What follows belongs to an exercise in optimizing a design on an open flow for small area, a short achievable clock period and few clock cycles; a production flow would make more cautious choices.
Function was checked by simulation only, so behaviour that the tests miss may differ from the original.

## flow/design.v (module list and top-level ports; edited modules follow where they fit)
// module ark3_gmul: 17 lines
// module ark3_x2: 3 lines
// module ark3_xn2: 3 lines
// module ark3_kc: 2947 lines
// module ark3_enc: 956 lines
// module ark3_subnet: 195 lines
// module ark3_mixnet: 173 lines
// module ark3_core: 142 lines
module ark3_core (
    input  wire         clk,
    input  wire         rst,         
    input  wire         cmd_valid,
    output wire         cmd_ready,
    input  wire [31:0]  cmd_word,
    input  wire [191:0] cmd_data,
    output reg          done,
    output reg  [63:0]  result,
    output wire [15:0]  status
);
  // ...
==> flow/flow/run.sh <==
#!/bin/bash
set -euo pipefail
bash standard.sh SETUP_SLACK_MARGIN=5.6 finish > orfs_flow.log 2>&1
==> flow/standard.sh <==
#!/bin/bash
# synth_recipe.tcl (not shown) runs the flow's synth.tcl, then flattens the netlist and writes it again
# the make line also repeats each setting of config.mk as NAME=value (left out here)
make -C /OpenROAD-flow-scripts/flow DESIGN_CONFIG=/design/flow/config.mk WORK_HOME=/design/flow/orfs CLKGATE_MAP_FILE= SYNTH_SCRIPT=/design/flow/synth_recipe.tcl "${@:-finish}"
==> flow/config.mk <==
export PLATFORM = sky130hd
export DESIGN_NAME = ark3_core
export DESIGN_NICKNAME = ark3_core
export VERILOG_FILES = /design/flow/design.v
export SDC_FILE = /design/flow/constraint.sdc
export NUM_CORES = 4
export LEC_CHECK = 0
export CAP_MARGIN = 20
export CORE_MARGIN = 2
export CORE_UTILIZATION = 50
export PLACE_DENSITY = 0.65
export SETUP_SLACK_MARGIN = 5
export SLEW_MARGIN = 20
export SYNTH_HIERARCHICAL = 1
export SYNTH_MINIMUM_KEEP_SIZE = 0
==> flow/constraint.sdc <==
create_clock -name core_clock -period 10.0 [get_ports {clk}]
set_input_delay 2.0000 -clock core_clock [delete_from_list [all_inputs] [get_ports {clk}]]
set_output_delay 2.0000 -clock core_clock [all_outputs]
set_load 0.01 [all_outputs]
==> results.cfg, run 1 <==
[run_status]
outcome = complete, no violations

[worst_setup_path]
path_common_cell = xor2_1
rr_endpoint = ks[6]
path_cells = clkdlybuf4s15_2 > xor2_2 > xor2_2 > xor2_1 > xor2_1 > xor2_1 > xor2_1 > xor2_1
crit_start = cmd_data[126]
slowest_delay_ns = 0.55
startpoint_type = primary input
cpLargestDelayFamily = XOR/XNOR gates

[placed_design]
hpwl_um = 155000
pre_cts_ws_ns = 2.96

[die]
dieArea_um2 = 72300

[grt]
grt_overflow = 0
grt_usage_pct = 53.6
grt_pass1_wl_um = 261000

[cts]
insertion_delay_ns = 0.57
post_cts_buffers = 100
clk_pin_slew_worst_paths_ns = 0.05
cts-resized-gates = 563

[run]
cap_violations = 0

[synth]
synth_common_cells = xor2_1, edfxtp_1, nor2_1
synthFlopType = edfxtp_1
synth_top_family_by_area = XOR/XNOR gates
yosysWarnings = 8

[cells_and_area]
drive_gt1_share_pct = 21.4
nonClkBufAreaFrac_pct = 12.1
clock_area_share_pct = 2.48

[detailed_routing]
drt_wl_total_um = 197000
drtAntennaViolNets = 0

[timing]
setup_viol = 0
fin_worst_skew_ns = 0.0244
hold_slack_ns = 0.449
Testbench counts, summed over its fixed seeds: cycles 5,624.
==> run 2: changes to the inputs <==
==> flow/flow/run.sh (replaced) <==
#!/bin/bash
# Standard ORFS layout (the standard.sh, synthesis unchanged) with two
# changes to how the layout is made:
#  - timing repair is asked to leave a larger setup slack, so that the achieved
#    period (the clock period less the setup slack) comes out shorter;
set -euo pipefail
bash standard.sh SETUP_SLACK_MARGIN=5.6 "BUFFER_PORTS_ARGS=-buffer_cell sky130_fd_sc_hd__buf_2" finish > orfs_flow.log 2>&1
==> run 2 against run 1 <==
  * Final cell count down 2.3%
  * Sequential cell count unchanged
  * Still clean on timing, DRC and antenna
  * Critical endpoint unchanged
  * Non-clock buffer count down 121
  * Sequential share of layout area up 2.0 points
  * Die area unchanged
  * Core utilization down 6.9 points
  * Routed wire length down 0.34%
==> results.cfg, run 2 <==
[run_status]
outcome = complete, no violations

[synth]
synth.most_common_cell = xor2_1
synth.area.top_cells = xor2_1, edfxtp_1, dfxtp_1
synthCells = 3710
synthFlopType = edfxtp_1
synth_area_leader_cell = xor2_1
yosysWarnings = 8
synth-simple-area-share_pct = 5.33
syn_area_um2 = 35100
ys_types = 54
muxShareOfSynthArea_pct = 5.85
synth_compound_area_share_pct = 5.59
yosysTopAreaCellShare_pct = 55.4
synth-seq-area-share_pct = 22.8
ys_ff_latch = 291
ys_async_sr_fraction_pct = 0
synth_xor_area_share_pct = 58.7
synth_common_cells = xor2_1, edfxtp_1, nor2_1
synth_edf_count = 216
avgSynthCellArea_um2 = 9.46
synth_top_family_by_area = XOR/XNOR gates
synthAdderAreaFrac_pct = 0.0356

[cts]
clk_pin_slew_worst_paths_ns = 0.06
cts_tree = built
cts-buffers-inserted = 35
root_buffer = clkbuf_16
cts_hold_buffers = 0
numClockSinks = 291
insertion_delay_ns = 0.58
htreeDepth = 2
max-clock-path-buffers = 3

[timing]
finalMaxSlewViolations = 0
max_freq_mhz = 212
fin_worst_skew_ns = 0.0321
setup_ws_ns = 5.28
grt_setup_unrepaired = yes
period_minus_slack_ns = 4.72
hold_viol_final = 0
fin_crit_sh_pct = 47.2
worst_pin_slew_ns = 1.24
setup_tns_ns = 0
setup_viol = 0
maxSlewHeadroom_pct = 14.9

[cells_and_area]
fill_cells = 5888
final_nets = 4324
final_common_cell = xor2_1
synthToLayoutAreaGrowth_pct = 19.3
drive_gt1_share_pct = 20.6
mostFrequentLayoutCells = xor2_1, buf_2, edfxtp_1

[grt]
grt_pass1_vias = 30400
grt_max_degree = 145
grt_pass1_wl_um = 258000
antenna_found_initial = 12
grt_usage_pct = 53.1
grt_overflow = 0

[worst_setup_path]
startpoint_type = primary input
r2r_setup_slack_ns = 5.61
worstRegToRegCells = 9
crit_type = in2reg
cp_max_fo = 5
crit_start = cmd_data[126]
cp-endpoint = kc[7]
end_kind = register
rr_endpoint = ks[2]
r2r_start = xr[27]
critPathArrivalTime_ns = 5.08
crit_required_ns = 10.36

[die]
dieArea_um2 = 72300
die_x_um = 269
die_h_um = 269
io_pins = 309
start_util_pct = 50.3
core_area_um2 = 69800
rows = 97

[placed_design]
hpwl_um = 157000
portBuffers = 302
pre_cts_ws_ns = 4.06
gp_congestion = 1.19

[detailed_routing]
drt_wl_total_um = 197000
route.met2.wl_um = 78500
via_per_inst = 6.33
dr_wl_met3_um = 27900
wl_met1_um = 69400
num_vias = 32100
dr.first_iter.drc_count = 5622
wire_per_inst_um = 38.8
top_layer_used = met5
drt_drc_violations_left = 0
firstDrtPassIters = 6
drtAntennaViolNets = 0

[hold_path]
hp-class = reg2reg

[run]
cap_violations = 0
[run 2: kinds of logic (layout without fill, tap and decap cells)]
logic type                 count (synthesis)  after routing
DFF                                      291            291
and+or+nand+nor                          426            426
xor gates and xnor gates                2345           2345
muxes                                    189            189
adders and majority gates                  1              1
buffers and inverters                    139            547
AOI/OAI and AO/OA                        318            318
other                                      1             11
[run 2: metal layers]
layer  track usage [%]  vias to the layer above
li1                  -                    12800
met1              62.8                    15400
met2              75.1                     2997
met3              21.8                      923
met4              43.6                        6
met5             0.473                        -
[run 2: worst min-delay path by stage]
stage | startpoint | end | slack, ns | cells past startpoint
after floorplan | keyed | keyed | 0.44 | 2
after detailed placement | result[35] | result[35] | 0.44 | 2
after global routing | result[32] | result[32] | 0.48 | 2
final | result[32] | result[32] | 0.45 | 2
after global placement | result[45] | result[45] | 0.43 | 2
after CTS | result[32] | result[32] | 0.45 | 2
[run 2: area by class of cell]
class,count,area (µm²),share of cell area (%)
diodes,5,12.5,0.0299
clock buffers,53,1140,2.73
clock inverters,11,118,0.281
inverters,9,33.8,0.0807
multi-input cells,3285,28400,67.8
flip-flops and latches,291,7990,19.1
well taps,940,1180,2.81
repair buffers,474,3010,7.18
[run 2: timing repair]
action / CTS / global route
buffers inserted: 19 / 20
gates cloned: 2 / 0
hold endpoints to repair: 0 / 0
resized for setup: 158 / 54
endpoints found under the setup margin: 127 / 112
pin swaps: 9 / 8
[run 2: through the flow]
step | cells | instance area, µm² | utilization, % | hold slack [ns]
6_report | 5068 | 41900 | 60.0 | 0.448
5_1_grt | 5066 | 41900 | 60.0 | 0.475
4_1_cts | 5043 | 41200 | 59.1 | 0.449
3_5_place_dp | 4958 | 38400 | 55.1 | 0.437
3_3_place_gp | 4957 | 38400 | 55.0 | 0.429
2_1_floorplan | 3715 | 35200 | - | 0.439
[run 2: Yosys stat by module (local to each module, per instance), excerpt]
| module | flops+latches | copies in the design | cell area [µm²] |
|---|---|---|---|
| ark3_gmul | 0 | 1 | 1060 |
| ark3_core | 291 | 1 | 14300 |
| ark3_xn2 | 0 | 65 | 8.76 |
| ark3_x2 | 0 | 2187 | 8.76 |
| ark3_subnet | 0 | 1 | 3.75 |
[run 2: critical path, cell delays in order]
cell	delay [ns]
buf_2	0.23
xor2_2	0.44
xor2_2	0.56
xor2_1	0.71
xor2_1	0.33
xor2_1	0.23
xor2_1	0.28
xor2_2	0.30
==> module ark3_core, before the edit <==
module ark3_core (
    input  wire         clk,
    input  wire         rst,         
    input  wire         cmd_valid,
    output wire         cmd_ready,
    input  wire [31:0]  cmd_word,
    input  wire [191:0] cmd_data,
    output reg          done,
    output reg  [63:0]  result,
    output wire [15:0]  status
);
    localparam [7:0] OP_NOP     = 8'h00, OP_GFMUL  = 8'h01, OP_GFADD  = 8'h02,
                     OP_SBOX    = 8'h08, OP_SUB    = 8'h09, OP_PERM   = 8'h0A,
                     OP_MIX     = 8'h0B, OP_RT     = 8'h0C,
                     OP_BSETKEY = 8'h10, OP_BENC   = 8'h11, OP_BDEC   = 8'h12,
                     OP_CSETKEY = 8'h20, OP_CENC   = 8'h21, OP_CDEC   = 8'h22;
    localparam [3:0] E_NONE = 4'd0, E_ILLEGAL_OP = 4'd1, E_RSVD_FIELD = 4'd2,
                     E_BAD_INDEX = 4'd3, E_NO_KEY = 4'd4, E_NO_CFB = 4'd5,
                     E_UNIMPLEMENTED = 4'd6;
    reg [63:0]  kc;            
    reg [63:0]  ks;            
    reg         keyed;
    reg         cfb_rdy;
    reg [3:0]  kpos;
    reg [3:0]  err;
    reg         busy;
    reg [63:0]  xr;            
    reg [7:0]   abyte;         
    reg [3:0]   perr;          
    reg         c_mul, c_add, c_sbox, c_sub, c_perm, c_mix, c_rt;
    reg         c_bset, c_benc, c_cset, c_cenc, c_cdec;
    reg         cfb, regen;    
    assign cmd_ready = !rst && !busy;
    assign status    = {4'b0000, kpos, err, 1'b0, cfb_rdy, keyed, busy};
    wire [7:0]  op  = cmd_word[7:0];
    wire [3:0]  idx = cmd_word[11:8];
    wire [19:0] rsv = cmd_word[31:12];
    reg op_legal;
    always @* begin
        case (op)
            OP_NOP, OP_GFMUL, OP_GFADD, OP_SBOX, OP_SUB, OP_PERM, OP_MIX, OP_RT,
            OP_BSETKEY, OP_BENC, OP_BDEC, OP_CSETKEY, OP_CENC, OP_CDEC: op_legal = 1'b1;
            default: op_legal = 1'b0;
        endcase
    end
    reg [3:0] dec_err;
    always @* begin
        if (!op_legal)                                  dec_err = E_ILLEGAL_OP;
        else if (rsv != 20'd0)                          dec_err = E_RSVD_FIELD;
        else if (op != OP_SBOX && idx != 4'd0)          dec_err = E_RSVD_FIELD;
        else if (op == OP_SBOX && (idx == 4'd0 || idx > 4'd8)) dec_err = E_BAD_INDEX;
        else if (op == OP_BDEC)                         dec_err = E_UNIMPLEMENTED;
        else if (op == OP_BENC && !keyed)               dec_err = E_NO_KEY;
        else if ((op == OP_CENC || op == OP_CDEC) && !cfb_rdy) dec_err = E_NO_CFB;
        else                                            dec_err = E_NONE;
    end
    wire ok = (dec_err == E_NONE);
    wire [63:0] kc_in;
    ark3_kc u_kc (.k(cmd_data[191:64]), .y(kc_in));
    wire [7:0] opa = abyte;
    wire [7:0] mul_p;
    ark3_gmul u_gmul (.a(opa), .b(xr[15:8]), .p(mul_p));
    wire [63:0] sub_y, mix_y;
    wire [63:0] perm_y    = {xr[23:16], xr[63:56], xr[39:32], xr[15:8],
                             xr[55:48], xr[31:24], xr[7:0], xr[47:40]};
    wire [63:0] subperm_y = {sub_y[23:16], sub_y[63:56], sub_y[39:32], sub_y[15:8],
                             sub_y[55:48], sub_y[31:24], sub_y[7:0], sub_y[47:40]};
    ark3_subnet u_sub (.x(xr), .y(sub_y));
    ark3_mixnet u_mix (.x(c_rt ? subperm_y : xr), .y(mix_y));
    wire [63:0] enc_y;
    ark3_enc u_enc (.x(xr), .kc(kc), .y(enc_y));
    wire [63:0] kbuf    = regen ? enc_y : xr;
    wire [7:0]  cfb_out = opa ^ kbuf[63:56];
    wire [7:0]  cfb_fb  = c_cenc ? cfb_out : opa;
    reg [63:0] res_ok;
    always @* begin
        res_ok = 64'd0;
        if (c_mul)  res_ok = {56'd0, mul_p};
        if (c_add)  res_ok = {56'd0, opa ^ xr[15:8]};
        if (c_sbox) res_ok = {56'd0, mul_p ^ 8'h63};
        if (c_sub)  res_ok = sub_y;
        if (c_perm) res_ok = perm_y;
        if (c_mix | c_rt) res_ok = mix_y;
        if (c_benc) res_ok = enc_y;
        if (cfb)    res_ok = {56'd0, cfb_out};
    end
    always @(posedge clk) begin
        done <= 1'b0;
        if (rst) begin
            busy    <= 1'b0;
            result  <= 64'd0;
            err     <= E_NONE;
            keyed   <= 1'b0;
            cfb_rdy <= 1'b0;
            kpos    <= 4'd8;
        end else if (!busy) begin
            busy   <= cmd_valid;
            begin : idle
                abyte  <= cmd_data[7:0];
                if (op == OP_CENC || op == OP_CDEC)
                    xr <= ks;
                else
                    xr <= {cmd_data[63:16],
                           (op == OP_SBOX) ? (8'hC0 ^ {4'h0, idx}) : cmd_data[15:8],
                           cmd_data[7:0]};
                perr   <= dec_err;
                c_mul  <= ok && op == OP_GFMUL;
                c_add  <= ok && op == OP_GFADD;
                c_sbox <= ok && op == OP_SBOX;
                c_sub  <= ok && op == OP_SUB;
                c_perm <= ok && op == OP_PERM;
                c_mix  <= ok && op == OP_MIX;
                c_rt   <= ok && op == OP_RT;
                c_bset <= ok && op == OP_BSETKEY;
                c_benc <= ok && op == OP_BENC;
                c_cset <= ok && op == OP_CSETKEY;
                c_cenc <= ok && op == OP_CENC;
                c_cdec <= ok && op == OP_CDEC;
                cfb    <= ok && (op == OP_CENC || op == OP_CDEC);
                regen  <= ok && (op == OP_CENC || op == OP_CDEC) && kpos[3];
                if (cmd_valid && ok && (op == OP_BSETKEY || op == OP_CSETKEY))
                    kc  <= kc_in;
            end
        end else begin
            busy   <= 1'b0;
            done   <= 1'b1;
            err    <= perr;
            result <= res_ok;
            if (c_bset | c_cset) begin
                keyed   <= 1'b1;
                cfb_rdy <= c_cset;
                if (c_cset) kpos <= 4'd8;
            end
            if (c_cset)
                ks   <= xr;             
            if (cfb) begin
                ks   <= {kbuf[55:0], cfb_fb};
                kpos <= regen ? 4'd1 : kpos + 4'd1;
            end
        end
    end
endmodule
==> run 3: changes to the inputs <==
--- a/flow/design.v
+++ b/flow/design.v
@@ -4351,5 +4351,5 @@
     wire ok = (dec_err == E_NONE);
     wire [63:0] kc_in;
-    ark3_kc u_kc (.k(cmd_data[191:64]), .y(kc_in));
+    ark3_kc u_kc (.k({xr, kc}), .y(kc_in));
     wire [7:0] opa = abyte;
     wire [7:0] mul_p;
@@ -4394,4 +4394,6 @@
                 if (op == OP_CENC || op == OP_CDEC)
                     xr <= ks;
+                else if (op == OP_BSETKEY || op == OP_CSETKEY)
+                    xr <= cmd_data[191:128];
                 else
                     xr <= {cmd_data[63:16],
@@ -4414,5 +4416,7 @@
                 regen  <= ok && (op == OP_CENC || op == OP_CDEC) && kpos[3];
                 if (cmd_valid && ok && (op == OP_BSETKEY || op == OP_CSETKEY))
-                    kc  <= kc_in;
+                    kc  <= cmd_data[127:64];
+                if (cmd_valid && ok && op == OP_CSETKEY)
+                    ks  <= cmd_data[63:0];
             end
         end else begin
@@ -4422,10 +4426,9 @@
             result <= res_ok;
             if (c_bset | c_cset) begin
+                kc      <= kc_in;
                 keyed   <= 1'b1;
                 cfb_rdy <= c_cset;
                 if (c_cset) kpos <= 4'd8;
             end
-            if (c_cset)
-                ks   <= xr;             
             if (cfb) begin
                 ks   <= {kbuf[55:0], cfb_fb};
==> run 3 against run 2 <==
  * Final area down 0.33%
  * Final cell count up 3.8%
  * Synthesized cell count up 4.4%
  * Sequential share of layout area up 0.072 points
  * Routed wire length up 5.7%
  * Still clean
  * Worst hold slack better by 0.014 ns
  * Core utilization down 1.7 points
  * Clock skew down 0.0023 ns
  * Critical path type is now reg2reg
  * Register-to-register slack worse by 0.18 ns
  * Sequential cell count unchanged
  * Via count up 5.3%
==> results.cfg, run 3 <==
[run_status]
outcome = complete, no violations

[die]
die_h_um = 273
io_pins = 309
dieArea_um2 = 74700
die_x_um = 273
rows = 98
start_util_pct = 50.6
core_area_um2 = 71600

[cts]
max-clock-path-buffers = 3
numClockSinks = 291
cts-buffers-inserted = 38
cts_tree = built
htreeDepth = 2
cts_hold_buffers = 0
clk_pin_slew_worst_paths_ns = 0.06
root_buffer = clkbuf_16
insertion_delay_ns = 0.61

[synth]
synthCells = 3875
ys_types = 55
synth_compound_area_share_pct = 8.26
synth-simple-area-share_pct = 4.93
avgSynthCellArea_um2 = 9.35
synthAdderAreaFrac_pct = 0.0345
ys_async_sr_fraction_pct = 0
synth_area_leader_cell = xor2_1
synth_common_cells = xor2_1, edfxtp_1, nand2_1
synth_xor_area_share_pct = 56.9
yosysTopAreaCellShare_pct = 53.7
synthFlopType = edfxtp_1
ys_ff_latch = 291
syn_area_um2 = 36200
synth-seq-area-share_pct = 22.0
synth_top_family_by_area = XOR/XNOR gates
synth.most_common_cell = xor2_1
synth.area.top_cells = xor2_1, edfxtp_1, mux2_2
muxShareOfSynthArea_pct = 5.91
yosysWarnings = 8
synth_edf_count = 216

[cells_and_area]
final_nets = 4503
fill_cells = 6349
final_common_cell = xor2_1
design_area_um2 = 41700
mostFrequentLayoutCells = xor2_1, buf_2, edfxtp_1
drive_gt1_share_pct = 17.9
synthToLayoutAreaGrowth_pct = 15.2
multiInputGateArea_um2 = 28000
regArea_um2 = 7990

[grt]
grt_overflow = 0
grt_usage_pct = 54.2
grt_pass1_wl_um = 274000
grt_max_degree = 123
grt_pass1_vias = 31900
antenna_found_initial = 7

[hold_path]
hp-class = reg2reg

[detailed_routing]
num_vias = 33800
via_per_inst = 6.42
drt_drc_violations_left = 0
drt_wl_total_um = 208000
firstDrtPassIters = 7
dr.first_iter.drc_count = 5210
wire_per_inst_um = 39.6
drtAntennaViolNets = 0

[worst_setup_path]
critPathArrivalTime_ns = 4.93
crit_type = reg2reg
cp_max_fo = 13
startpoint_type = register
crit_required_ns = 10.35
end_kind = register

[timing]
grt_setup_unrepaired = yes
worst_pin_slew_ns = 1.25
setup_tns_ns = 0
fin_worst_skew_ns = 0.0298
maxSlewHeadroom_pct = 14.2
max_freq_mhz = 219
period_minus_slack_ns = 4.57
setup_viol = 0
hold_viol_final = 0
fin_crit_sh_pct = 45.7
finalMaxSlewViolations = 0

[run]
cap_violations = 0

[placed_design]
place_area_um2 = 40000
hpwl_um = 155000
gp_congestion = 1.16
portBuffers = 302
-- run 3: cell count changes after synthesis, sizes merged, moves of 13 or more --
| cell | before | now |
|---|---|---|
| nand2 | 145 | 212 |
| nor3 | 61 | 7 |
| o21ai | 69 | 154 |
| nor2 | 160 | 147 |
| a31oi | 5 | 62 |
| a221oi | 61 | 8 |
| a221o | 3 | 54 |
| a32oi | 1 | 57 |
| clkbuf | 96 | 114 |
| a21oi | 148 | 79 |
-- run 3: path summary, 6_finish.rpt --
check                           startpoint         end  cells past startpoint  slack [ns]
worst max register to register      xr[61]      kc[13]                     11        5.43
worst max-delay path                xr[61]      kc[13]                     11        5.43
worst min-delay path            result[57]  result[57]                      2        0.46
worst min register to register  result[57]  result[57]                      2        0.46
-- run 3: cell type report --
cell class | count | area share, %
sequential | 291 | 19.1
antenna | 4 | 0.0240
clock buffer | 51 | 2.51
clock inverter | 19 | 0.579
timing repair buffer | 511 | 7.81
multi-input combinational | 3423 | 67.0
inverter | 10 | 0.0899
tap | 950 | 2.85
-- run 3: per-module statistics from Yosys (local to each module, per instance), excerpt --
module | area (µm²) | cells inside | copies in the design
ark3_xn2 | 8.76 | 1 | 65
ark3_core | 15500 | 1467 | 1
ark3_x2 | 8.76 | 1 | 2187
ark3_gmul | 1060 | 155 | 1
ark3_subnet | 3.75 | 1 | 1
-- run 3: metrics by stage --
stage | utilization, % | cells | setup WS [ns] | hold slack, ns
2_1_floorplan | - | 3880 | 4.34 | 0.436
3_3_place_gp | 55.9 | 5173 | 4.57 | 0.443
3_5_place_dp | 55.9 | 5174 | 4.49 | 0.451
4_1_cts | 58.1 | 5251 | 5.43 | 0.468
5_1_grt | 58.3 | 5255 | 5.45 | 0.491
6_report | 58.3 | 5259 | 5.43 | 0.462
-- run 3: repair_timing --
action,4_1_cts,5_1_grt
resized for setup,19,16
buffers inserted,4,3
gates cloned,3,1
endpoints found under the setup margin,130,127
pin swaps,1,1
-- run 3: critical path, stage by stage (launching register included) --
cell and delay (ns):
edfxtp_1 0.32, buf_4 0.41, xor2_1 0.42, buf_4 0.28
xor2_1 0.16, buf_4 0.22, xor2_1 0.62, xor2_1 0.85
xor2_1 0.23, xor2_1 0.26, xnor2_1 0.21, mux2_2 0.31
-- run 3: kinds of logic after synthesis --
group,count (synthesis)
other cells,1
xor+xnor,2345
simple gates,419
flops,291
buf+inv,166
mux,197
compound gates,455
fa+ha+maj,1
-- run 3: routing by layer --
layer | global-route usage [%] | vias to the layer above | part of all wire [%]
met4 | 51.9 | 8 | 12
met1 | 63.0 | 16100 | 35
met5 | 0 | - | 0.029
li1 | - | 13600 | -
met2 | 78.0 | 3038 | 41
met3 | 17.5 | 977 | 12
Testbench counts of run 3, summed over its fixed seeds: cycles 5,624.
==> run 4: changes to the inputs <==
--- a/flow/config.mk
+++ b/flow/config.mk
@@ -6,10 +6,10 @@
 export NUM_CORES = 4
 export LEC_CHECK = 0
-export CAP_MARGIN = 20
+export CAP_MARGIN = 5
 export CORE_MARGIN = 2
 export CORE_UTILIZATION = 50
 export PLACE_DENSITY = 0.65
 export SETUP_SLACK_MARGIN = 5
-export SLEW_MARGIN = 20
+export SLEW_MARGIN = 5
 export SYNTH_HIERARCHICAL = 1
 export SYNTH_MINIMUM_KEEP_SIZE = 0
==> run 4 against run 3 <==
  * Sequential share of layout area about the same
  * Critical path depth shrank 3
  * Register-to-register slack got worse by 0.06 ns
  * Count of clock-buffer cells in the layout rose by 2
  * Non-clock buffer count fell by 3
  * Synthesized area is the same
  * Die area is the same
  * Core utilization hardly changed
  * Sequential cell count unchanged
==> results.cfg, run 4 <==
[run_status]
outcome = complete, no violations

[grt]
grt_pass1_vias = 31700
grt_pass1_wl_um = 274000
grt_usage_pct = 54.3
antenna_found_initial = 6
grt_max_degree = 123
grt_overflow = 0

[die]
io_pins = 309
die_h_um = 273
start_util_pct = 50.6
die_x_um = 273
core_area_um2 = 71600
rows = 98
dieArea_um2 = 74700

[cells_and_area]
drive_gt1_share_pct = 17.8
final_common_cell = xor2_1
synthToLayoutAreaGrowth_pct = 15.1
mostFrequentLayoutCells = xor2_1, buf_2, edfxtp_1
fill_cells = 6346
final_nets = 4500
design_area_um2 = 41700

[timing]
period_minus_slack_ns = 4.64
setup_tns_ns = 0
hold_viol_final = 0
hold_slack_ns = 0.462
fin_worst_skew_ns = 0.0503
setup_viol = 0
grt_setup_unrepaired = yes
maxSlewHeadroom_pct = 7.16
max_freq_mhz = 216
worst_pin_slew_ns = 1.39
finalMaxSlewViolations = 0
fin_crit_sh_pct = 46.4

[placed_design]
place_area_um2 = 40000
hpwl_um = 155000
gp_congestion = 1.16
portBuffers = 302

[synth]
synth_edf_count = 216
synthCells = 3875
yosysTopAreaCellShare_pct = 53.7
synthFlopType = edfxtp_1
synth-seq-area-share_pct = 22.0
ys_types = 55
synth.area.top_cells = xor2_1, edfxtp_1, mux2_2
ys_ff_latch = 291
synth.most_common_cell = xor2_1
synth_area_leader_cell = xor2_1
yosysWarnings = 8
avgSynthCellArea_um2 = 9.35
syn_area_um2 = 36200
ys_async_sr_fraction_pct = 0
synth_common_cells = xor2_1, edfxtp_1, nand2_1

[cts]
htreeDepth = 2
root_buffer = clkbuf_16
max-clock-path-buffers = 3
numClockSinks = 291
insertion_delay_ns = 0.61
cts_hold_buffers = 0
clk_pin_slew_worst_paths_ns = 0.06
cts-buffers-inserted = 38
cts_tree = built

[detailed_routing]
firstDrtPassIters = 7
drtAntennaViolNets = 0
dr.first_iter.drc_count = 5748
drt_drc_violations_left = 0
num_vias = 33600
via_per_inst = 6.40
drt_wl_total_um = 208000
wire_per_inst_um = 39.5

[worst_setup_path]
r2r_start = kc[53]
slowest_delay_ns = 0.71
crit_required_ns = 10.32
crit_type = reg2reg
cp_max_fo = 5
path_cells = xor2_1 > xor2_1 > xor2_1 > xor2_1 > xor2_1 > xor2_1 > xor2_1 > mux2_2
slowest_stage = xor2_1
crit_start = kc[53]
startpoint_type = register
end_kind = register
critPathArrivalTime_ns = 4.96
path_common_cell = xor2_1

[run]
cap_violations = 0

[hold_path]
hp-class = reg2reg
min_from = result[60]
## run 4: changes by cell type in the layout (fill, tap and decap cells not counted), moves of 2 or more
cell,previous run,this run
diode_2,4,2
clkbuf_8,5,3
clkbuf_1,8,10
buf_8,2,0
## run 4: per-stage QoR
step / utilization [%] / instances / setup WS [ns]
after global routing: 58.2 / 5251 / 5.45
after floorplan: - / 3880 / 4.34
final: 58.2 / 5253 / 5.36
after detailed placement: 55.9 / 5173 / 4.50
after CTS: 58.1 / 5250 / 5.45
after global placement: 55.9 / 5173 / 4.57
## run 4: modules after synthesis (local to each module, per instance), a selection
module,flip-flops and latches,cell area [µm²],times used
ark3_xn2,0,8.76,65
ark3_subnet,0,3.75,1
ark3_core,291,15500,1
ark3_x2,0,8.76,2187
ark3_gmul,0,1060,1
## run 4: cell families after synthesis
family	after synthesis	synth area share, %
flops	291	22.0
mux	197	5.91
compound gates	455	8.26
fa+ha+maj	1	0.0345
xor+xnor	2345	56.9
simple gates	419	4.93
buf+inv	166	1.93
other cells	1	0.0103
## run 4: final cells by class
class	instances	area, µm²	area share, %
Multi-Input combinational cell	3423	28000	67.0
Sequential cell	291	7990	19.2
Timing Repair Buffer	508	3230	7.75
Tap cell	950	1190	2.85
Clock buffer	53	1080	2.59
Clock inverter	16	216	0.519
Inverter	10	37.5	0.0900
Antenna cell	2	5.00	0.0120
## run 4: worst paths after layout
kind / endpoint / slack, ns / cells past startpoint
max: kc[55] / 5.36 / 8
min: result[60] / 0.46 / 2
max reg2reg: kc[55] / 5.36 / 8
min reg2reg: result[60] / 0.46 / 2
## run 4: what timing repair did
item	CTS	global route
gates resized for setup	23	15
setup buffers	4	1
setup endpoints to repair	130	99
pin swaps	1	1
gates cloned	4	0
## run 4: critical path, delay by kind of cell, from the launching register on
kind          cells  cell delay, ns
XOR/XNOR          7            3.41
flip-flops        1            0.69
multiplexers      1            0.28
## run 4: layer usage
metal  share of wire (%)  global-route usage [%]
met5               0.022                   0.128
met4                  12                    50.2
met3                  13                    18.6
met2                  40                    77.7
met1                  35                    63.6
==> run 5: changes to the inputs <==
--- a/flow/config.mk
+++ b/flow/config.mk
@@ -6,10 +6,11 @@
 export NUM_CORES = 4
 export LEC_CHECK = 0
-export CAP_MARGIN = 5
+export CAP_MARGIN = 20
 export CORE_MARGIN = 2
 export CORE_UTILIZATION = 50
 export PLACE_DENSITY = 0.65
 export SETUP_SLACK_MARGIN = 5
-export SLEW_MARGIN = 5
+export SLEW_MARGIN = 20
 export SYNTH_HIERARCHICAL = 1
 export SYNTH_MINIMUM_KEEP_SIZE = 0
+export TNS_END_PERCENT = 10
==> run 5 against run 4 <==
  * Still clean
  * Sequential cell count unchanged
  * Global-route usage down 1.5 points
  * Via count shrank 0.75%
  * Clock skew increased by 0.014 ns
  * Setup slack worse by 0.16 ns
  * Synthesized area stayed put
  * Routed wire length down 2.6%
  * First-iteration DRC count shrank 13%
  * Core utilization shrank 0.22 points
  * Sequential share of layout area increased by 0.073 points
==> results.cfg, run 5 <==
[run_status]
outcome = complete, no violations

[placed_design]
pre_cts_ws_ns = 4.41
portBuffers = 302
gp_congestion = 1.16
hpwl_um = 149000

[grt]
grt_max_degree = 73
grtUsageMet3_pct = 19.8
antenna_found_initial = 5
use_met1_pct = 60.6
grt_pass1_vias = 31500
grt_usage_pct = 52.8
grt_overflow = 0
grt_pass1_wl_um = 267000
busiest_layer = met2
gr-usage-met2_pct = 76.3

[die]
die_x_um = 273
die_h_um = 273
start_util_pct = 50.6
io_pins = 309
rows = 98
dieArea_um2 = 74700
core_area_um2 = 71600

[cts]
insertion_delay_ns = 0.65
numClockSinks = 291
cts_tree = built
max-clock-path-buffers = 3
htreeDepth = 2
root_buffer = clkbuf_16
clk_pin_slew_worst_paths_ns = 0.06
cts-buffers-inserted = 37

[timing]
max_freq_mhz = 208
setup_tns_ns = 0
grt_setup_unrepaired = yes
period_minus_slack_ns = 4.80
fin_worst_skew_ns = 0.0644
maxSlewHeadroom_pct = 14.4
setup_ws_ns = 5.20
worst_pin_slew_ns = 1.28
fin_crit_sh_pct = 48.0
hold_viol_final = 0
finalMaxSlewViolations = 0
setup_viol = 0

[worst_setup_path]
slowest_delay_ns = 0.90
path_common_cell = xor2_1
slowest_stage = xor2_1
startpoint_type = register
crit_required_ns = 10.46
path_cells = buf_4 > xor2_1 > xor2_2 > buf_4 > xor2_1 > xor2_1 > xor2_1 > xor2_1 > xnor2_1 > mux2_2
critPathArrivalTime_ns = 5.26
end_kind = register
cp_max_fo = 16
crit_type = reg2reg

[cells_and_area]
fill_cells = 6470
synthToLayoutAreaGrowth_pct = 14.6
multiInputGateArea_um2 = 27900
final_nets = 4509
drive_gt1_share_pct = 17.9
mostFrequentLayoutCells = xor2_1, buf_2, edfxtp_1
regArea_um2 = 7990
final_common_cell = xor2_1
antennaDiodeCount = 0

[synth]
yosysTopAreaCellShare_pct = 53.7
syn_area_um2 = 36200
synthCells = 3875
avgSynthCellArea_um2 = 9.35
synthFlopType = edfxtp_1
ys_types = 55
synth.area.top_cells = xor2_1, edfxtp_1, mux2_2
synth_edf_count = 216
synth_common_cells = xor2_1, edfxtp_1, nand2_1
ys_ff_latch = 291
synth_area_leader_cell = xor2_1
ys_async_sr_fraction_pct = 0
yosysWarnings = 8
synth.most_common_cell = xor2_1
synth-seq-area-share_pct = 22.0

[detailed_routing]
firstDrtPassIters = 8
via_per_inst = 6.35
dr.first_iter.drc_count = 4991
drt_drc_violations_left = 0
wire_per_inst_um = 38.5
num_vias = 33400
drt_wl_total_um = 202000
drtAntennaViolNets = 0

[hold_path]
hp-class = reg2reg

[run]
cap_violations = 0
## run 5: cell count changes in the layout (fill, tap and decap cells not counted), sizes merged, moves of 2 or more
| cell | previous run | this run |
|---|---|---|
| diode | 2 | 0 |
| buf | 504 | 516 |
| clkbuf | 54 | 45 |
| clkinv | 11 | 18 |
## run 5: layout make-up
type	instances	share of cell area [%]
Inverter	10	0.0903
Tap cell	950	2.86
Multi-Input combinational cell	3423	67.2
Clock buffer	45	2.40
Sequential cell	291	19.2
Timing Repair Buffer	518	7.79
Clock inverter	23	0.473
## run 5: critical path: cells and delay by family (launching register included)
kind	cells	cell delay, ns
mux	1	0.30
flops	1	0.32
buf+inv	2	0.65
xor+xnor	7	3.34
## run 5: kinds of logic (layout without fill, tap and decap cells)
| family | Yosys count | after routing | share of synthesized area, % |
|---|---|---|---|
| compound gates | 455 | 455 | 8.26 |
| xor+xnor | 2345 | 2345 | 56.9 |
| fa+ha+maj | 1 | 1 | 0.0345 |
| buf+inv | 166 | 596 | 1.93 |
| flops | 291 | 291 | 22.0 |
| mux | 197 | 197 | 5.91 |
| other cells | 1 | 6 | 0.0103 |
| simple gates | 419 | 419 | 4.93 |
## run 5: per-module statistics from Yosys, one instance, submodules excluded, a selection
| module | cells | area [µm²] | flip-flops and latches | times used |
|---|---|---|---|---|
| ark3_core | 1467 | 15500 | 291 | 1 |
| ark3_xn2 | 1 | 8.76 | 0 | 65 |
| ark3_gmul | 155 | 1060 | 0 | 1 |
| ark3_subnet | 1 | 3.75 | 0 | 1 |
| ark3_x2 | 1 | 8.76 | 0 | 2187 |
## run 5: per-layer routing
metal  wire length, µm  vias up
li1                  -    13600
met3             26300      954
met2             82100     2882
met5                27        -
met4             23300        4
met1             70600    15900
## run 5: what timing repair did
| item | CTS | global route |
|---|---|---|
| hold buffers | 0 | 0 |
| buffers inserted | 5 | 6 |
| pin swaps | 2 | 1 |
| resized for setup | 7 | 11 |
| gates cloned | 2 | 0 |
| endpoints found under the setup margin | 76 | 87 |
## run 5: worst paths after layout
path | startpoint | end | slack [ns] | cells after the start
worst min-delay path | result[58] | result[58] | 0.46 | 2
worst max-delay path | xr[4] | kc[19] | 5.20 | 10
worst min register to register | result[58] | result[58] | 0.46 | 2
worst max register to register | xr[4] | kc[19] | 5.20 | 10
## run 5: through the flow
step	hold WS (ns)	cell area, µm²	std cells	util, %
after floorplan	0.439	36300	3880	-
after global placement	0.444	40000	5177	55.9
after detailed placement	0.456	40000	5177	55.9
after CTS	0.467	41400	5252	57.8
after global routing	0.489	41500	5260	58.0
final	0.463	41500	5260	58.0
==> run 6: changes to the inputs <==
--- a/flow/flow/run.sh
+++ b/flow/flow/run.sh
@@ -5,3 +5,3 @@
 #    period (the clock period less the setup slack) comes out shorter;
 set -euo pipefail
-bash standard.sh SETUP_SLACK_MARGIN=5.6 "BUFFER_PORTS_ARGS=-buffer_cell sky130_fd_sc_hd__buf_2" finish > orfs_flow.log 2>&1
+bash standard.sh SETUP_SLACK_MARGIN=5.75 "BUFFER_PORTS_ARGS=-buffer_cell sky130_fd_sc_hd__buf_1" finish > orfs_flow.log 2>&1
--- a/flow/config.mk
+++ b/flow/config.mk
@@ -14,3 +14,2 @@
 export SYNTH_HIERARCHICAL = 1
 export SYNTH_MINIMUM_KEEP_SIZE = 0
-export TNS_END_PERCENT = 10
==> run 6 against run 5 <==
  * Non-clock buffer count up 7
  * Maximum frequency up 6.8%
  * Critical endpoint is now cmd_ready
  * Count of clock-buffer cells in the layout up 3
  * Final area up 0.34%
  * Final cell count up 0.34%
  * Worst hold slack better by 0.0058 ns
  * Critical path type is now in2out
  * Highest routed layer is now met4
  * Sequential cell count unchanged
  * Global-route usage up 1.8 points
==> results.cfg, run 6 <==
[timing]
worst_pin_slew_ns = 1.30
finalMaxSlewViolations = 0
setup_tns_ns = 0
max_freq_mhz = 223
fin_worst_skew_ns = 0.0507
setup_viol = 0
hold_slack_ns = 0.469
period_minus_slack_ns = 4.49
hold_viol_final = 0
setup_ws_ns = 5.51
grt_setup_unrepaired = yes
maxSlewHeadroom_pct = 11.0
fin_crit_sh_pct = 44.9

[cts]
htreeDepth = 2
clk_pin_slew_worst_paths_ns = 0.06
numClockSinks = 291
cts-buffers-inserted = 38
max-clock-path-buffers = 3
cts_tree = built
root_buffer = clkbuf_16
insertion_delay_ns = 0.65

[detailed_routing]
firstDrtPassIters = 9
drt_wl_total_um = 208000
num_vias = 34000
drtAntennaViolNets = 0
wire_per_inst_um = 39.5
dr.first_iter.drc_count = 5589
via_per_inst = 6.43
drt_drc_violations_left = 0

[cells_and_area]
drive_gt1_share_pct = 11.6
final_util_pct = 58.2
final_common_cell = xor2_1
final_nets = 4518
mostFrequentLayoutCells = xor2_1, buf_1, edfxtp_1
design_area_um2 = 41700
synthToLayoutAreaGrowth_pct = 15.0

[synth]
ys_types = 55
synth_common_cells = xor2_1, edfxtp_1, nand2_1
synthFlopType = edfxtp_1
muxShareOfSynthArea_pct = 5.91
synth-simple-area-share_pct = 4.93
synth_top_family_by_area = XOR/XNOR gates
synth-seq-area-share_pct = 22.0
syn_area_um2 = 36200
synth_edf_count = 216
synth_area_leader_cell = xor2_1
synth_compound_area_share_pct = 8.26
synth.area.top_cells = xor2_1, edfxtp_1, mux2_2
ys_ff_latch = 291
synthAdderAreaFrac_pct = 0.0345
avgSynthCellArea_um2 = 9.35
synthCells = 3875
yosysWarnings = 8
synth_xor_area_share_pct = 56.9
yosysTopAreaCellShare_pct = 53.7
synth.most_common_cell = xor2_1
ys_async_sr_fraction_pct = 0

[worst_setup_path]
critPathArrivalTime_ns = 2.49
r2r_setup_slack_ns = 5.61
startpoint_type = primary input
end_kind = output port
crit_type = in2out
cp_max_fo = 10
crit_required_ns = 8.00
worstRegToRegCells = 9

[run_status]
outcome = complete, no violations

[die]
rows = 98
dieArea_um2 = 74700
io_pins = 309
die_x_um = 273
start_util_pct = 50.6
core_area_um2 = 71600
die_h_um = 273

[grt]
grt_overflow = 0
grt_max_degree = 95
grt_usage_pct = 54.6
grt_pass1_wl_um = 276000
grt_pass1_vias = 32300
antenna_found_initial = 5

[placed_design]
portBuffers = 302
place_area_um2 = 39700
pre_cts_ws_ns = 4.32
gp_congestion = 1.17
hpwl_um = 155000

[run]
cap_violations = 0

[hold_path]
hold_depth = 2
hp-class = reg2reg
[run 6: cell counts after synthesis]
Identical to the previous run, type by type.
[run 6: worst paths after layout]
| path | startpoint | end |
|---|---|---|
| max | rst | cmd_ready |
| min | result[60] | result[60] |
| max reg2reg | kc[37] | kc[14] |
| min reg2reg | result[60] | result[60] |
[run 6: kinds of logic after synthesis]
logic type | count (synthesis)
AND/OR/NAND/NOR | 419
XOR/XNOR | 2345
AO/OA/AOI/OAI | 455
adder cells (fa/ha/maj) | 1
flip-flops | 291
multiplexers | 197
other | 1
buffers and inverters | 166
[run 6: routing by layer]
metal | part of all wire [%] | global-route usage [%] | vias to the layer above
met5 | 0 | 0 | -
met4 | 13 | 54.1 | 0
met3 | 13 | 18.7 | 1054
met2 | 40 | 77.9 | 3069
met1 | 34 | 62.8 | 16200
li1 | - | - | 13700
[run 6: area by class of cell]
class | instances | area (µm²)
inverter | 10 | 37.5
fill | 6438 | 29900
clock inverter | 22 | 300
sequential | 291 | 7990
clock buffer | 48 | 1040
antenna | 8 | 20.0
multi-input combinational | 3424 | 28100
timing repair buffer | 525 | 3000
tap | 950 | 1190
[run 6: what timing repair did]
| action | in CTS | in global routing |
|---|---|---|
| hold buffers | 0 | 0 |
| pin swaps | 3 | 1 |
| endpoints found under the setup margin | 134 | 64 |
| setup buffers | 10 | 4 |
| gates resized for setup | 37 | 20 |
| cloned | 5 | 0 |
[run 6: Yosys stat by module (local to each module, per instance), excerpt]
module | copies in the design | cells inside
ark3_subnet | 1 | 1
ark3_gmul | 1 | 155
ark3_core | 1 | 1467
ark3_xn2 | 65 | 1
ark3_x2 | 2187 | 1
[run 6: worst max-delay path: stages]
cell	delay (ns)
buf_6	0.12
nor2_4	0.11
buf_12	0.14
buf_6	0.10
[run 6: per-stage QoR]
| step | instances |
|---|---|
| 2_1_floorplan | 3880 |
| 3_3_place_gp | 5180 |
| 3_5_place_dp | 5181 |
| 4_1_cts | 5266 |
| 5_1_grt | 5271 |
| 6_report | 5278 |
==> run 7: changes to the inputs <==
--- a/flow/design.v
+++ b/flow/design.v
@@ -4381,4 +4381,34 @@
     always @(posedge clk) begin
         done <= 1'b0;
+        if (!busy) begin
+            abyte  <= cmd_data[7:0];
+            if (op == OP_CENC || op == OP_CDEC)
+                xr <= ks;
+            else if (op == OP_BSETKEY || op == OP_CSETKEY)
+                xr <= cmd_data[191:128];
+            else
+                xr <= {cmd_data[63:16],
+                       (op == OP_SBOX) ? (8'hC0 ^ {4'h0, idx}) : cmd_data[15:8],
+                       cmd_data[7:0]};
+            perr   <= dec_err;
+            c_mul  <= ok && op == OP_GFMUL;
+            c_add  <= ok && op == OP_GFADD;
+            c_sbox <= ok && op == OP_SBOX;
+            c_sub  <= ok && op == OP_SUB;
+            c_perm <= ok && op == OP_PERM;
+            c_mix  <= ok && op == OP_MIX;
+            c_rt   <= ok && op == OP_RT;
+            c_bset <= ok && op == OP_BSETKEY;
+            c_benc <= ok && op == OP_BENC;
+            c_cset <= ok && op == OP_CSETKEY;
+            c_cenc <= ok && op == OP_CENC;
+            c_cdec <= ok && op == OP_CDEC;
+            cfb    <= ok && (op == OP_CENC || op == OP_CDEC);
+            regen  <= ok && (op == OP_CENC || op == OP_CDEC) && kpos[3];
+            if (cmd_valid && ok && (op == OP_BSETKEY || op == OP_CSETKEY))
+                kc  <= cmd_data[127:64];
+            if (cmd_valid && ok && op == OP_CSETKEY)
+                ks  <= cmd_data[63:0];
+        end
         if (rst) begin
             busy    <= 1'b0;
@@ -4390,34 +4420,4 @@
         end else if (!busy) begin
             busy   <= cmd_valid;
-            begin : idle
-                abyte  <= cmd_data[7:0];
-                if (op == OP_CENC || op == OP_CDEC)
-                    xr <= ks;
-                else if (op == OP_BSETKEY || op == OP_CSETKEY)
-                    xr <= cmd_data[191:128];
-                else
-                    xr <= {cmd_data[63:16],
-                           (op == OP_SBOX) ? (8'hC0 ^ {4'h0, idx}) : cmd_data[15:8],
-                           cmd_data[7:0]};
-                perr   <= dec_err;
-                c_mul  <= ok && op == OP_GFMUL;
-                c_add  <= ok && op == OP_GFADD;
-                c_sbox <= ok && op == OP_SBOX;
-                c_sub  <= ok && op == OP_SUB;
-                c_perm <= ok && op == OP_PERM;
-                c_mix  <= ok && op == OP_MIX;
-                c_rt   <= ok && op == OP_RT;
-                c_bset <= ok && op == OP_BSETKEY;
-                c_benc <= ok && op == OP_BENC;
-                c_cset <= ok && op == OP_CSETKEY;
-                c_cenc <= ok && op == OP_CENC;
-                c_cdec <= ok && op == OP_CDEC;
-                cfb    <= ok && (op == OP_CENC || op == OP_CDEC);
-                regen  <= ok && (op == OP_CENC || op == OP_CDEC) && kpos[3];
-                if (cmd_valid && ok && (op == OP_BSETKEY || op == OP_CSETKEY))
-                    kc  <= cmd_data[127:64];
-                if (cmd_valid && ok && op == OP_CSETKEY)
-                    ks  <= cmd_data[63:0];
-            end
         end else begin
             busy   <= 1'b0;
==> run 7 against run 6 <==
  * Still clean on timing, DRC and antenna
  * Critical path depth up 6
  * First-iteration DRC count grew 3.0%
  * Synthesized area fell by 0.66%
  * Final area decreased by 1.4%
  * Maximum frequency is essentially flat
  * Worst hold slack worse by 0.014 ns
  * Core utilization is 0.62 points lower
  * Routed wire length increased by 1.8%
  * Sequential cell count stayed put
  * Critical endpoint is now kc[9]
  * Highest routed layer is now met5
==> results.cfg, run 7 <==
[run_status]
outcome = complete, no violations

[die]
start_util_pct = 50.5
die_h_um = 272
rows = 98
die_x_um = 272
dieArea_um2 = 74200
io_pins = 309
core_area_um2 = 71400

[cts]
clk_pin_slew_worst_paths_ns = 0.06
max-clock-path-buffers = 3
insertion_delay_ns = 0.60
htreeDepth = 2
numClockSinks = 291
cts_tree = built
root_buffer = clkbuf_16
cts_hold_buffers = 0
cts-buffers-inserted = 36

[placed_design]
portBuffers = 302
pre_cts_ws_ns = 4.56
hpwl_um = 159000
place_inst = 5307
gp_congestion = 1.15

[synth]
synth_area_leader_cell = xor2_1
synth.area.top_cells = xor2_1, dfxtp_1, edfxtp_1
avgSynthCellArea_um2 = 9.01
synth.most_common_cell = xor2_1
synth-seq-area-share_pct = 18.6
yosysTopAreaCellShare_pct = 54.0
ys_async_sr_fraction_pct = 0
synthCells = 3998
ys_ff_latch = 291
yosysWarnings = 8
ys_types = 58
synth_common_cells = xor2_1, dfxtp_1, nand2_1
syn_area_um2 = 36000
synthFlopType = dfxtp_1
synth_edf_count = 88

[grt]
grt_overflow = 0
grt_usage_pct = 55.5
grt_max_degree = 118
antenna_found_initial = 7
grt_pass1_wl_um = 281000
grt_pass1_vias = 33100

[detailed_routing]
num_vias = 34900
drt_wl_total_um = 212000
dr.first_iter.drc_count = 5756
firstDrtPassIters = 10
via_per_inst = 6.48
drt_drc_violations_left = 0
drtAntennaViolNets = 0
wire_per_inst_um = 39.3

[timing]
setup_ws_ns = 5.51
fin_worst_skew_ns = 0.0222
worst_pin_slew_ns = 1.34
period_minus_slack_ns = 4.49
finalMaxSlewViolations = 0
max_freq_mhz = 223
grt_setup_unrepaired = yes
hold_viol_final = 0
fin_crit_sh_pct = 44.9
setup_tns_ns = 0
setup_viol = 0
maxSlewHeadroom_pct = 10.5

[worst_setup_path]
cpLargestDelayFamily = XOR/XNOR gates
crit_type = reg2reg
crit_required_ns = 10.49
critPathArrivalTime_ns = 4.98
path_common_cell = xor2_1
end_kind = register
cp_max_fo = 8
slowest_delay_ns = 0.98
cp_num_buf_inv = 1
slowest_stage = xor2_1
path_cells = buf_4 > xor2_1 > xor2_1 > xor2_1 > xor2_1 > xor2_1 > xor2_1 > xor2_1 > a22o_1 > a21o_1
startpoint_type = register

[cells_and_area]
drive_gt1_share_pct = 9.94
final_nets = 4636
synthToLayoutAreaGrowth_pct = 14.1
final_util_pct = 57.6
stdcell_count = 5389
mostFrequentLayoutCells = xor2_1, buf_1, buf_4
final_common_cell = xor2_1

[run]
cap_violations = 0

[hold_path]
hp-class = reg2reg
-- run 7: cell count changes after synthesis, moves of 63 or more --
cell / delta
a21o_1: +63
a22o_1: +64
dfxtp_1: +128
edfxtp_1: -128
mux2_2: -64
-- run 7: through the flow --
| stage | area [µm²] | hold slack, ns |
|---|---|---|
| 2_1_floorplan | 36100 | 0.454 |
| 3_3_place_gp | 39400 | 0.437 |
| 3_5_place_dp | 39400 | 0.441 |
| 4_1_cts | 40900 | 0.454 |
| 5_1_grt | 41100 | 0.466 |
| 6_report | 41100 | 0.455 |
-- run 7: modules after synthesis, one instance, submodules excluded, a selection --
module,cells,area [µm²],flops+latches
ark3_core,1590,15200,291
ark3_gmul,155,1060,0
ark3_x2,1,8.76,0
ark3_xn2,1,8.76,0
ark3_subnet,1,3.75,0
-- run 7: repair_timing --
action                                  4_1_cts  5_1_grt
endpoints found under the setup margin      129      136
setup buffers                                 5        5
resized for setup                            22       28
pin swaps                                     2        2
hold endpoints to repair                      0        0
cloned                                        3        0
-- run 7: cells by family (layout without fill, tap and decap cells) --
logic type               count (synthesis)  in the layout  synth area share, %
XOR/XNOR                              2344           2344                 57.2
AO/OA/AOI/OAI                          518            518                 10.4
AND/OR/NAND/NOR                        476            476                 5.88
flip-flops                             291            291                 18.6
multiplexers                           194            194                 5.65
buffers and inverters                  173            606                 2.20
adder cells (fa/ha/maj)                  1              1               0.0347
other                                    1              9               0.0104
-- run 7: path summary, 6_finish.rpt --
| check | from | end | slack [ns] | cells after the start |
|---|---|---|---|---|
| max | kc[42] | kc[9] | 5.51 | 10 |
| min | result[51] | result[51] | 0.45 | 2 |
| min reg2reg | result[51] | result[51] | 0.45 | 2 |
| max reg2reg | kc[42] | kc[9] | 5.51 | 10 |
-- run 7: metal layers --
metal,GRT usage (%),vias up,wire (µm)
met2,78.7,3288,83300
met4,53.4,2,26700
met3,22.5,1143,29200
met1,62.5,16500,72800
met5,0.128,-,10
li1,-,14000,-
-- run 7: cell type report --
cell class	instances	area (µm²)
Timing Repair Buffer	531	2990
Fill cell	6463	30300
Sequential cell	291	6710
Multi-Input combinational cell	3539	29000
Clock inverter	22	254
Inverter	9	35.0
Clock buffer	44	961
Tap cell	950	1190
Antenna cell	3	7.51
-- run 7: worst reg2reg max path, cell delays in order, from the launching register on --
cell     delay [ns]
dfxtp_1        0.30
buf_4          0.31
xor2_1         1.01
xor2_1         0.81
xor2_1         0.63
xor2_1         0.26
xor2_1         0.19
xor2_1         0.32
xor2_1         0.18
a22o_1         0.24
a21o_1         0.14
Testbench counts of run 7, summed over its fixed seeds: cycles 5,624.
==> run 8: changes to the inputs <==
--- a/flow/flow/run.sh
+++ b/flow/flow/run.sh
@@ -5,3 +5,3 @@
 #    period (the clock period less the setup slack) comes out shorter;
 set -euo pipefail
-bash standard.sh SETUP_SLACK_MARGIN=5.75 "BUFFER_PORTS_ARGS=-buffer_cell sky130_fd_sc_hd__buf_1" finish > orfs_flow.log 2>&1
+bash standard.sh SETUP_SLACK_MARGIN=5.9 "BUFFER_PORTS_ARGS=-buffer_cell sky130_fd_sc_hd__buf_1" finish > orfs_flow.log 2>&1
==> run 8 against run 7 <==
  * Still clean
  * Sequential cell count unchanged
  * Maximum frequency rose by 1.8%
  * Final area rose by 0.68%
  * Highest routed layer unchanged
==> results.cfg, run 8 <==
[run_status]
outcome = complete, no violations

[die]
die_x_um = 272
dieArea_um2 = 74200
io_pins = 309
rows = 98
core_area_um2 = 71400
die_h_um = 272
start_util_pct = 50.5

[detailed_routing]
via_per_inst = 6.49
wire_per_inst_um = 39.5
drt_wl_total_um = 213000
firstDrtPassIters = 10
drtAntennaViolNets = 0
num_vias = 35000
drt_drc_violations_left = 0
dr.first_iter.drc_count = 6027

[placed_design]
gp_congestion = 1.15
hpwl_um = 159000
pre_cts_ws_ns = 4.56
portBuffers = 302

[worst_setup_path]
startpoint_type = primary input
crit_required_ns = 8.00
worstRegToRegCells = 9
rr_endpoint = kc[32]
end_kind = output port
critPathArrivalTime_ns = 2.41
r2r_setup_slack_ns = 5.74
r2r_start = xr[11]
cp_max_fo = 2
crit_type = in2out

[cells_and_area]
drive_gt1_share_pct = 10.7
final_common_cell = xor2_1
synthToLayoutAreaGrowth_pct = 14.9
final_nets = 4638
mostFrequentLayoutCells = xor2_1, buf_1, buf_4

[grt]
grt_max_degree = 118
grt_pass1_vias = 33300
grt_overflow = 0
grt_pass1_wl_um = 282000
grt_usage_pct = 55.7
antenna_found_initial = 12

[timing]
maxSlewHeadroom_pct = 12.9
period_minus_slack_ns = 4.41
grt_setup_unrepaired = yes
hold_viol_final = 0
setup_tns_ns = 0
finalMaxSlewViolations = 0
fin_worst_skew_ns = 0.0212
max_freq_mhz = 227
setup_ws_ns = 5.59
worst_pin_slew_ns = 1.30
setup_viol = 0
fin_crit_sh_pct = 44.1

[synth]
synth_area_leader_cell = xor2_1
synth_common_cells = xor2_1, dfxtp_1, nand2_1
synth_top_family_by_area = XOR/XNOR gates
synth_compound_area_share_pct = 10.4
synth_edf_count = 88
synthCells = 3998
ys_async_sr_fraction_pct = 0
synth_xor_area_share_pct = 57.2
ys_types = 58
synth.area.top_cells = xor2_1, dfxtp_1, edfxtp_1
ys_ff_latch = 291
synthFlopType = dfxtp_1
muxShareOfSynthArea_pct = 5.65
synth.most_common_cell = xor2_1
synth-seq-area-share_pct = 18.6
yosysWarnings = 8
syn_area_um2 = 36000
yosysTopAreaCellShare_pct = 54.0
synth-simple-area-share_pct = 5.88
synthAdderAreaFrac_pct = 0.0347
avgSynthCellArea_um2 = 9.01

[cts]
cts_tree = built
root_buffer = clkbuf_16
insertion_delay_ns = 0.60
htreeDepth = 2
max-clock-path-buffers = 3
numClockSinks = 291
cts-buffers-inserted = 36
clk_pin_slew_worst_paths_ns = 0.05

[run]
cap_violations = 0

[hold_path]
hold_depth = 2
min_from = result[51]
min_to = result[51]
hp-class = reg2reg
-- run 8: how the worst max path moves through the flow --
stage           startpoint        end  slack (ns)  depth (start not counted)
6_report               rst  cmd_ready        5.59                          4
5_1_grt                rst  cmd_ready        5.58                          4
4_1_cts                rst  cmd_ready        5.57                          4
3_5_place_dp   cmd_word[7]     kc[35]        4.56                          8
3_3_place_gp   cmd_word[7]     kc[37]        4.60                          8
2_1_floorplan          rst  cmd_ready        5.63                          3
-- run 8: critical path, cell delays in order --
cell and delay [ns]:
buf_12 0.10, nor2_4 0.10, buf_12 0.11, buf_6 0.09
-- run 8: final cells by class --
class                           instances  area, µm²
Antenna cell                            4       10.0
Inverter                                9       35.0
Clock buffer                           44        961
Multi-Input combinational cell       3539      29200
Sequential cell                       291       6710
Timing Repair Buffer                  533       3030
Tap cell                              950       1190
Clock inverter                         22        254
Fill cell                            6431      30000
-- run 8: kinds of logic (layout without fill, tap and decap cells) --
logic type | after synthesis | in the layout
compound gates | 518 | 518
xor+xnor | 2344 | 2344
fa+ha+maj | 1 | 1
buf+inv | 173 | 608
flops | 291 | 291
mux | 194 | 194
other cells | 1 | 10
simple gates | 476 | 476
-- run 8: layer usage --
layer	vias to the layer above	track usage [%]	wire (µm)	share of wire [%]
met5	-	0	46	0.022
met4	8	53.7	27200	13
met3	1194	22.2	29200	14
met2	3275	79.2	83600	39
met1	16500	62.6	72800	34
li1	14000	-	-	-
-- run 8: modules after synthesis (local to each module, per instance), a selection --
module | flops+latches | times used
ark3_core | 291 | 1
ark3_x2 | 0 | 2187
ark3_subnet | 0 | 1
ark3_gmul | 0 | 1
ark3_xn2 | 0 | 65
-- run 8: metrics by stage --
stage / instance area, µm² / hold WS [ns] / utilization [%] / std cells
after floorplan: 36100 / 0.454 / - / 4003
after global placement: 39400 / 0.437 / 55.2 / 5307
after detailed placement: 39400 / 0.441 / 55.2 / 5307
after CTS: 41100 / 0.454 / 57.6 / 5384
after global routing: 41400 / 0.466 / 58.0 / 5390
final: 41400 / 0.455 / 58.0 / 5392
-- run 8: what timing repair did --
item                                    in CTS  in global routing
endpoints found under the setup margin     130                180
gates cloned                                 3                  1
buffers inserted                             8                  3
resized for setup                           47                 42
pin swaps                                    3                  2
hold buffers                                 0                  0

==> what the ideal ports hide <==
In the flow no input, the clock included, has a driving cell. The finished layouts below were timed again as built, in two steps.
Step 1: set_driving_cell puts a clkbuf_16 on clk and a buf_2 on each other input, an assumption about the parent block.
Step 2 moves the port delays by t, midway between the first and last clock arrival at a register: inputs arrive t later, outputs are due t later. That takes back most of the time a late clock gives input paths.
a / b / c = ideal ports / drivers / drivers and shift; a / b = the first two.
| run | t (ns) | setup WS [ns] | worst hold slack (ns) | worst setup path at the end | cell pins on the clock port's net |
|---|---|---|---|---|---|
| run 1 | 0.623 | 5.409 / 5.441 / 4.819 | 0.449 / 0.449 / 0.449 | input to register | 1 |
| run 2 | 0.633 | 5.282 / 5.316 / 4.683 | 0.448 / 0.448 / 0.448 | input to register | 1 |
| run 3 | 0.662 | 5.428 / 5.417 / 5.004 | 0.462 / 0.462 / 0.462 | input to register | 1 |
| run 4 | 0.658 | 5.365 / 5.365 / 5.120 | 0.462 / 0.462 / 0.462 | input to register | 1 |
| run 5 | 0.697 | 5.203 / 5.203 / 4.901 | 0.463 / 0.463 / 0.463 | input to register | 1 |
| run 6 | 0.696 | 5.511 / 5.479 / 5.155 | 0.469 / 0.469 / 0.469 | input to register | 1 |
| run 7 | 0.665 | 5.511 / 5.511 / 5.229 | 0.455 / 0.455 / 0.455 | input to register | 1 |
| run 8 | 0.667 | 5.590 / 5.540 / 5.412 | 0.455 / 0.455 / 0.455 | input to register | 1 |
After both steps setup and hold are still met in every run listed. The setup slack of run 2, which loses most, moves by +0.034 ns with the drivers and by -0.599 ns with both steps.
